Context: an optimization exercise on an open-source flow, tuned for small area, a short achievable clock period and few clock cycles. The choices shown serve that exercise and are no tape-out recipe. Where RTL was checked, it was by simulation tests only, not by an equivalence proof against the original.

==> run M: inputs <==
## fde_enc
module fde_enc (
    input  wire        clk,
    input  wire        rst,           
    input  wire [1:0]  cfg_rot,       
    input  wire        cfg_mir,
    input  wire        cfg_inv,
    input  wire        cfg_typeb,     
    input  wire        cfg_flush,     
    input  wire [31:0] cfg_addr,      
    input  wire        pix_valid,
    output wire        pix_ready,
    input  wire [31:0] pix_data,
    output wire        out_valid,
    input  wire        out_ready,
    output wire [7:0]  out_data,
    output wire        out_last,
    output wire        frame_done,
    output wire        frame_dup
);
clock: 10.0 ns
lec_check: 0
cap_margin: 20
core_margin: 2
core_utilization: 40
slew_margin: 20
standard.sh (not shown) runs the stock make flow with config.mk's settings and CLKGATE_MAP_FILE= SYNTH_SCRIPT=/design/flow/synth_recipe.tcl, a recipe that flattens the netlist after the stock synthesis.
==> flow/flow/run.sh <==
#!/bin/bash
set -euo pipefail
bash standard.sh SETUP_SLACK_MARGIN=6.5 finish > standard_flow.log 2>&1
==> inputs of run F, as changes to run M <==
==> flow/run.sh (new file) <==
#!/bin/bash
# synth_recipe.tcl (not shown) runs the flow's synth.tcl, then flattens the netlist and writes it again
# the make line also repeats each setting of config.mk as NAME=value (left out here)
make -C /OpenROAD-flow-scripts/flow DESIGN_CONFIG=/design/flow/config.mk WORK_HOME=/design/flow/orfs CLKGATE_MAP_FILE= SYNTH_SCRIPT=/design/flow/synth_recipe.tcl finish
- SETUP_SLACK_MARGIN: unset -> 5
removed: flow/flow/run.sh
removed: flow/standard.sh
==> notes <==
In synthesized area, run M and run F do not differ. In sequential cell count, run M and run F do not differ. In run F the maximum frequency is lower than in run M, by about 13%. Critical path depth: run F is lower than run M (2). Against run M, the count of clock-buffer cells in the layout of run F is higher by 1. Against run M, the via count of run F is smaller by 3.9%. Against run M, the clock skew of run F is lower by 34 ps. Worst hold slack: run M is lower than run F (8.9 ps). Of run F and run M, run M has the higher final cell count (gap 2.8%, measured against run M). In run F the worst setup slack is worse than in run M, by 570 ps.
Testbench counts of run M, summed over its fixed seeds: cycles 61,936.
Testbench counts of run F, summed over its fixed seeds: cycles 61,936.

* * *

==> inputs of run Y <==
Another version of the RTL of fde_enc (not shown whole).
==> flow/config.mk <==
export PLATFORM = sky130hd
export DESIGN_NAME = fde_enc
export DESIGN_NICKNAME = fde_enc
export VERILOG_FILES = /design/flow/design.v
export SDC_FILE = /design/flow/constraint.sdc
export NUM_CORES = 4
export LEC_CHECK = 0
export CAP_MARGIN = 20
export CORE_MARGIN = 2
export CORE_UTILIZATION = 65
export CTS_CLUSTER_DIAMETER = 150
export CTS_CLUSTER_SIZE = 20
export SLEW_MARGIN = 20
==> flow/constraint.sdc <==
create_clock -name core_clock -period 10.0 [get_ports {clk}]
set_input_delay 2.0000 -clock core_clock [delete_from_list [all_inputs] [get_ports {clk}]]
set_output_delay 2.0000 -clock core_clock [all_outputs]
set_load 0.01 [all_outputs]
==> flow/flow/run.sh <==
#!/bin/bash
set -euo pipefail
bash standard.sh SETUP_SLACK_MARGIN=7.5 'BUFFER_PORTS_ARGS=-buffer_cell sky130_fd_sc_hd__buf_1' finish > standard_flow.log 2>&1
==> run A: changes against run Y <==
==> flow/flow/run.sh (replaced) <==
#!/bin/bash
set -euo pipefail
bash standard.sh SETUP_SLACK_MARGIN=7 finish > standard_flow.log 2>&1
--- a/flow/config.mk
+++ b/flow/config.mk
@@ -7,7 +7,5 @@
 export LEC_CHECK = 0
 export CAP_MARGIN = 20
 export CORE_MARGIN = 2
-export CORE_UTILIZATION = 65
-export CTS_CLUSTER_DIAMETER = 150
-export CTS_CLUSTER_SIZE = 20
+export CORE_UTILIZATION = 40
 export SLEW_MARGIN = 20
==> run K: changes against run Y <==
==> flow/flow/run.sh (replaced) <==
#!/bin/bash
set -euo pipefail
bash standard.sh SETUP_SLACK_MARGIN=7 'BUFFER_PORTS_ARGS=-buffer_cell sky130_fd_sc_hd__buf_1' finish > standard_flow.log 2>&1
--- a/flow/config.mk
+++ b/flow/config.mk
@@ -8,6 +8,6 @@
 export CAP_MARGIN = 20
 export CORE_MARGIN = 2
 export CORE_UTILIZATION = 65
-export CTS_CLUSTER_DIAMETER = 150
-export CTS_CLUSTER_SIZE = 20
+export CTS_CLUSTER_DIAMETER = 50
+export CTS_CLUSTER_SIZE = 36
 export SLEW_MARGIN = 20
==> summary.md <==
| Metric | Value |
|---|---|
| Initial Utilization | `between 40% and 50%` |
| Slew @ Worst Pin | `around 0.98 ns` |
| Wire length per cell | `a little under 20 um` |
| Share of cells above drive strength 1 | `17.3%` |
| Reg clk slew, reported paths | `0.06 ns` |
| Final std cells w/o fill | `roughly 2.7k` |
| Vias in the first global route | `14.1k` |
| Final HPWL DP | `37.4 mm` |
| Hold Crit Start | `row1[3]$_DFF_P_` |
| Final Cell Area | `28600 um^2` |
| Bufs w/o clock | `147` |
| Outcome | `complete, no violations` |
the above is filed under run A

==> summary.md <==
| Metric | Value |
|---|---|
| Outcome | `complete, no violations` |
| Wire length per cell | `23.1 um` |
| Port buffer count | `86` |
| Final std cells w/o fill | `~2.4k` |
| Placed instance area | `about 25000 um^2` |
| Initial Utilization | `66.3%` |
| Reg clk slew, reported paths | `0.09 ns` |
| Final Cell Area | `approximately 28000 um^2` |
| Final HPWL DP | `approximately 36 mm` |
| Hold Crit Start | `row1[1]$_DFF_P_` |
| Largest net degree at the start of global routing | `55` |
| Share of cells above drive strength 1 | `between 20% and 30%` |
| Slew @ Worst Pin | `approximately 1.1 ns` |
| Bufs w/o clock | `between 200 and 250` |
| Vias in the first global route | `between 10k and 15k` |
the above is filed under run Y

==> summary.md <==
| Metric | Value |
|---|---|
| Final std cells w/o fill | `roughly 2.4k` |
| Outcome | `complete, no violations` |
| Final Cell Area | `~27000 um^2` |
| Hold Crit Start | `row1[0]$_DFF_P_` |
| Reg clk slew, reported paths | `approximately 0.09 ns` |
| Initial Utilization | `between 60% and 70%` |
| Slew @ Worst Pin | `~0.91 ns` |
| Bufs w/o clock | `136` |
| Final HPWL DP | `~36 mm` |
| Wire length per cell | `about 22 um` |
the above is filed under run K

Testbench counts of run Y, summed over its fixed seeds: cycles 58,304.
Testbench counts of run A, summed over its fixed seeds: cycles 58,304.
Testbench counts of run K, summed over its fixed seeds: cycles 58,304.

* * *

==> build 59: inputs <==
fde_enc, a different RTL version from the one above (not shown whole).
Settings: LEC_CHECK=0, CAP_MARGIN=20, CORE_MARGIN=2, CORE_UTILIZATION=65, CTS_CLUSTER_DIAMETER=120, CTS_CLUSTER_SIZE=26, SLEW_MARGIN=20; clock period 10.0 ns.
==> flow/flow/run.sh <==
#!/bin/bash
set -euo pipefail
bash standard.sh SETUP_SLACK_MARGIN=6.85 'BUFFER_PORTS_ARGS=-buffer_cell sky130_fd_sc_hd__buf_1' finish > standard_flow.log 2>&1
==> build 29: changes against build 59 <==
--- a/flow/design.v
+++ b/flow/design.v
@@ -236,17 +236,47 @@
     wire lt154 = (lt117 & lt88) | (lt117 & lt116) | (lt88 & lt116);
     wire lt155 = lt119 ^ lt90 ^ lt118;
     wire lt156 = (lt119 & lt90) | (lt119 & lt118) | (lt90 & lt118);
     wire lt157 = lr[7] ^ lg[6] ^ lt120;
     wire lt158 = (lr[7] & lg[6]) | (lr[7] & lt120) | (lg[6] & lt120);
     wire [22:0] lx = {1'b0, 1'b1, lg[7], lt157, lt155, lt153, lt151, lt149, lt147, lt145, lt143, lt141, lt139, lt137, lt135, lt133, lt131, lt129, lt127, lt125, lt123, lt121, 1'b0};
     wire [22:0] ly = {1'b0, 1'b0, lt158, lt156, lt154, lt152, lt150, lt148, lt146, lt144, lt142, lt140, lt138, lt136, lt134, lt132, lt130, lt128, lt126, lt124, lt122, 1'b1, 1'b0};
-    reg  [22:0] lx2, ly2;
-    wire [22:0] ls2 = lx2 + ly2;
-    wire        luma_ge2 = ls2[22];
+    wire lg0 = (lx[1] & ly[1]) | ((lx[1] ^ ly[1]) & lx[0] & ly[0]);
+    wire lp0 = (lx[1] ^ ly[1]) & (lx[0] ^ ly[0]);
+    wire lg1 = (lx[3] & ly[3]) | ((lx[3] ^ ly[3]) & lx[2] & ly[2]);
+    wire lp1 = (lx[3] ^ ly[3]) & (lx[2] ^ ly[2]);
+    wire lg2 = (lx[5] & ly[5]) | ((lx[5] ^ ly[5]) & lx[4] & ly[4]);
+    wire lp2 = (lx[5] ^ ly[5]) & (lx[4] ^ ly[4]);
+    wire lg3 = (lx[7] & ly[7]) | ((lx[7] ^ ly[7]) & lx[6] & ly[6]);
+    wire lp3 = (lx[7] ^ ly[7]) & (lx[6] ^ ly[6]);
+    wire lg4 = (lx[9] & ly[9]) | ((lx[9] ^ ly[9]) & lx[8] & ly[8]);
+    wire lp4 = (lx[9] ^ ly[9]) & (lx[8] ^ ly[8]);
+    wire lg5 = (lx[11] & ly[11]) | ((lx[11] ^ ly[11]) & lx[10] & ly[10]);
+    wire lp5 = (lx[11] ^ ly[11]) & (lx[10] ^ ly[10]);
+    wire lg6 = (lx[13] & ly[13]) | ((lx[13] ^ ly[13]) & lx[12] & ly[12]);
+    wire lp6 = (lx[13] ^ ly[13]) & (lx[12] ^ ly[12]);
+    wire lg7 = (lx[15] & ly[15]) | ((lx[15] ^ ly[15]) & lx[14] & ly[14]);
+    wire lp7 = (lx[15] ^ ly[15]) & (lx[14] ^ ly[14]);
+    wire lg8 = (lx[17] & ly[17]) | ((lx[17] ^ ly[17]) & lx[16] & ly[16]);
+    wire lp8 = (lx[17] ^ ly[17]) & (lx[16] ^ ly[16]);
+    wire lg9 = (lx[19] & ly[19]) | ((lx[19] ^ ly[19]) & lx[18] & ly[18]);
+    wire lp9 = (lx[19] ^ ly[19]) & (lx[18] ^ ly[18]);
+    wire lg10 = (lx[21] & ly[21]) | ((lx[21] ^ ly[21]) & lx[20] & ly[20]);
+    wire lp10 = (lx[21] ^ ly[21]) & (lx[20] ^ ly[20]);
+    wire [10:0] lgen = {lg10, lg9, lg8, lg7, lg6, lg5, lg4, lg3, lg2, lg1, lg0};
+    wire [10:0] lprop = {lp10, lp9, lp8, lp7, lp6, lp5, lp4, lp3, lp2, lp1, lp0};
+    localparam LNG = 11;
+    reg  [LNG-1:0] lgen2, lprop2;
+    reg  luma_ge2;
+    integer q;
+    always @(*) begin
+        luma_ge2 = 1'b0;
+        for (q = 0; q < LNG; q = q + 1)
+            luma_ge2 = lgen2[q] | (lprop2[q] & luma_ge2);
+    end
     wire        pix_bit = luma_ge2 ^ inv;
     reg  [15:0]  st [0:15];      
     reg          gen_on;
     reg  [1:0]   panel;
     reg  [4:0]   pos;
     reg  [2:0]   col;            
     reg  [7:0]   nsum;           
@@ -308,34 +338,29 @@
         end
     end
     wire summed = typeb_rd && pos >= 5'd1 && pos <= 5'd20;
     wire [31:0] fp  = crc;      
     wire        dup = last_ok && (last_fp == fp);
     wire        o_free = ~o_v | out_ready;
     wire        dispatch = last2 & ~dup;
-    wire        dup_done = ((last2 & dup) | dupw) & ~o_v;
+    wire        dup_done = ~(o_v & out_ready & o_l) & ((last2 & dup) | dupw) & ~o_v;
     wire        gen_on_n = (gen_on & ~gen_end) | dispatch;
-    wire        wait_keep = ~dispatch & ~dup_done;
-    wire [7:0]  idx_inc = idx + 8'd1;
-    wire        early = panel[1] & (panel[0] | (pos >= 5'd3) | ((pos == 5'd2) & gen_fire));
-    wire [4:0]  last_ld = typeb_rd ? 5'd18 : 5'd9;
-    wire        rd_done = (panel == 2'd3) & ((pos > last_ld) | ((pos == last_ld) & gen_fire));
-    wire        rdy_f = ~((in_wait | (idx == 8'd255)) & wait_keep) &
-                        (~gen_on_n | (early & (trn ? ~idx_inc[3] : ~idx_inc[7])) |
-                         (rd_done & (idx_inc != 8'd255)));
-    wire        rdy_nf = ~(in_wait & wait_keep) &
-                         (~gen_on_n | (early & (trn ? ~idx[3] : ~idx[7])) |
-                          (rd_done & (idx != 8'd255)));
-    wire        pix_rdy_n = fire0 ? rdy_f : rdy_nf;
-    wire        in_wait_n = (in_wait | (fire0 & (idx == 8'd255))) & wait_keep;
+    wire        in_wait_n = (in_wait | (fire0 & (idx == 8'd255))) & ~dispatch & ~dup_done;
+    wire [7:0]  idx_n = idx + {7'd0, fire0};
+    wire        trn_n = (fire0 & first0) ? cfg_rot[0] : trn;
+    wire        early = panel[1] & (panel[0] | (pos >= 5'd3));
+    wire        free_n = trn_n ? ~idx_n[3] : ~idx_n[7];
+    wire        rd_done = (panel == 2'd3) & (pos > (typeb_rd ? 5'd18 : 5'd9));
+    wire        pix_rdy_n = ~in_wait_n & (~gen_on_n | (early & free_n) |
+                                          (rd_done & (idx_n != 8'd255)));
     wire        spec0 = dispatch & o_free & ~s_v;
     always @(posedge clk) begin
         d1    <= pix_data;
-        lx2   <= lx;
-        ly2   <= ly;
+        lgen2 <= lgen;
+        lprop2 <= lprop;
         row1  <= row0;
         row2  <= row1;
         if (fire0 && first0) begin
             trn   <= cfg_rot[0];
             rrev  <= cfg_rot[1];
             desc  <= cfg_rot[0] ^ cfg_rot[1] ^ cfg_mir;
             flip_wr <= cfg_rot[1] ^ flip_rd;
@@ -362,16 +387,15 @@
             o_v     <= 1'b0;
             s_v     <= 1'b0;
             sb_v    <= 1'b0;
             done_r  <= 1'b0;
             dup_r   <= 1'b0;
             dupw    <= 1'b0;
         end else begin
-            if (fire0)
-                idx <= idx_inc;
+            idx     <= idx_n;
             in_wait <= in_wait_n;
             pix_rdy <= pix_rdy_n;
             v1    <= fire0;
             last1 <= fire0 & (idx == 8'd255);
             v2    <= v1;
             last2 <= last1;
             if (v1)
==> flow/flow/run.sh (replaced) <==
#!/bin/bash
set -euo pipefail
bash standard.sh SETUP_SLACK_MARGIN=7 'BUFFER_PORTS_ARGS=-buffer_cell sky130_fd_sc_hd__buf_1' finish > standard_flow.log 2>&1
CORE_UTILIZATION = 40   (was 65)
CTS_CLUSTER_DIAMETER = 150   (was 120)
CTS_CLUSTER_SIZE = 30   (was 26)
==> build 71: changes against build 59 <==
TNS_END_PERCENT = 20   (was default)
==> summary.txt <==
| metric | build 71 | build 29 | build 59 |
|---|---|---|---|
| Run status | finished clean | finished clean | finished clean |
| Cell count after synthesis | 1778 | 1758 | 1778 |
| Share of layout cells above drive strength 1 | 8.96% | 17.2% | 10.6% |
| Mean post-synth cell area | 13.7 um2 | 13.7 um2 | 13.7 um2 |
| Hold path startpoint | row1[1] | row1[0] | row1[0] |
| Global routing met2 resource utilization | 40.0% | 27.9% | 39.9% |
| Clock buffer count in the final layout | 41 | 35 | 41 |
| Global-route wire length before repair | 77.6 mm | 82.3 mm | 77.9 mm |
| Final weighted congestion in routability-driven placement | 0.914 | 0.893 | 0.894 |
| Endpoint of the lowest-slack register-to-register path | lx2[9] | lprop2[5] | o_d[1] |
| Critical Path Sink | out_valid | pix_rdy | out_last |
| Final Critical Period | 3.27 ns | 3.27 ns | 3.11 ns |
| Area of the core region | 0.0373 mm2 | 0.0600 mm2 | 0.0373 mm2 |
Testbench counts of build 59, summed over its fixed seeds: cycles 58,141.
Testbench counts of build 71, summed over its fixed seeds: cycles 58,141.
Only the layout flow was run in build 29; the RTL was not checked for function there.

## separate check: timing with driven ports
The results above use ideal ports. As a check the final layouts listed here were re-extracted and re-timed, cells and wires unchanged. Step 1, drivers: a clkbuf_16 drives clk and a buf_2 each remaining input, both assumed. Step 2 adds t to the input delays and takes it off the output delays; t is the mean of the earliest and latest rising clock arrival at the registers after step 1. Input paths then give back, and output paths get back, about the clock's delay inside the block. Slacks: no drivers / after step 1 / after step 2; pairs: no drivers / after step 1.
run | t (ns) | setup WS [ns] | hold slack, ns | worst register clock-pin slew, ns | worst slew at a driven data input, ns
run M | 0.653 | 6.319 / 6.319 / 6.009 | 0.335 / 0.335 / 0.335 | 0.06 / 0.06 | 0.11
run F | 0.663 | 5.749 / 5.749 / 5.749 | 0.344 / 0.344 / 0.344 | 0.07 / 0.07 | 0.06
run Y | 0.663 | 6.862 / 6.808 / 6.862 | 0.349 / 0.349 / 0.349 | 0.10 / 0.10 | 0.06
run A | 0.681 | 6.814 / 6.750 / 6.366 | 0.349 / 0.349 / 0.349 | 0.07 / 0.07 | 0.06
run K | 0.644 | 6.859 / 6.801 / 6.601 | 0.344 / 0.344 / 0.344 | 0.09 / 0.09 | 0.11
build 59 | 0.644 | 6.888 / 6.833 / 6.409 | 0.342 / 0.342 / 0.342 | 0.11 / 0.11 | 0.09
build 29 | 0.622 | 6.729 / 6.766 / 6.144 | 0.349 / 0.349 / 0.349 | 0.12 / 0.12 | 0.11
build 71 | 0.637 | 6.730 / 6.673 / 6.390 | 0.346 / 0.346 / 0.346 | 0.11 / 0.11 | 0.08
After both steps every run listed still meets setup and hold. For build 29, which loses most, drivers alone change the setup slack by +0.037 ns; drivers and shift together by -0.585 ns.
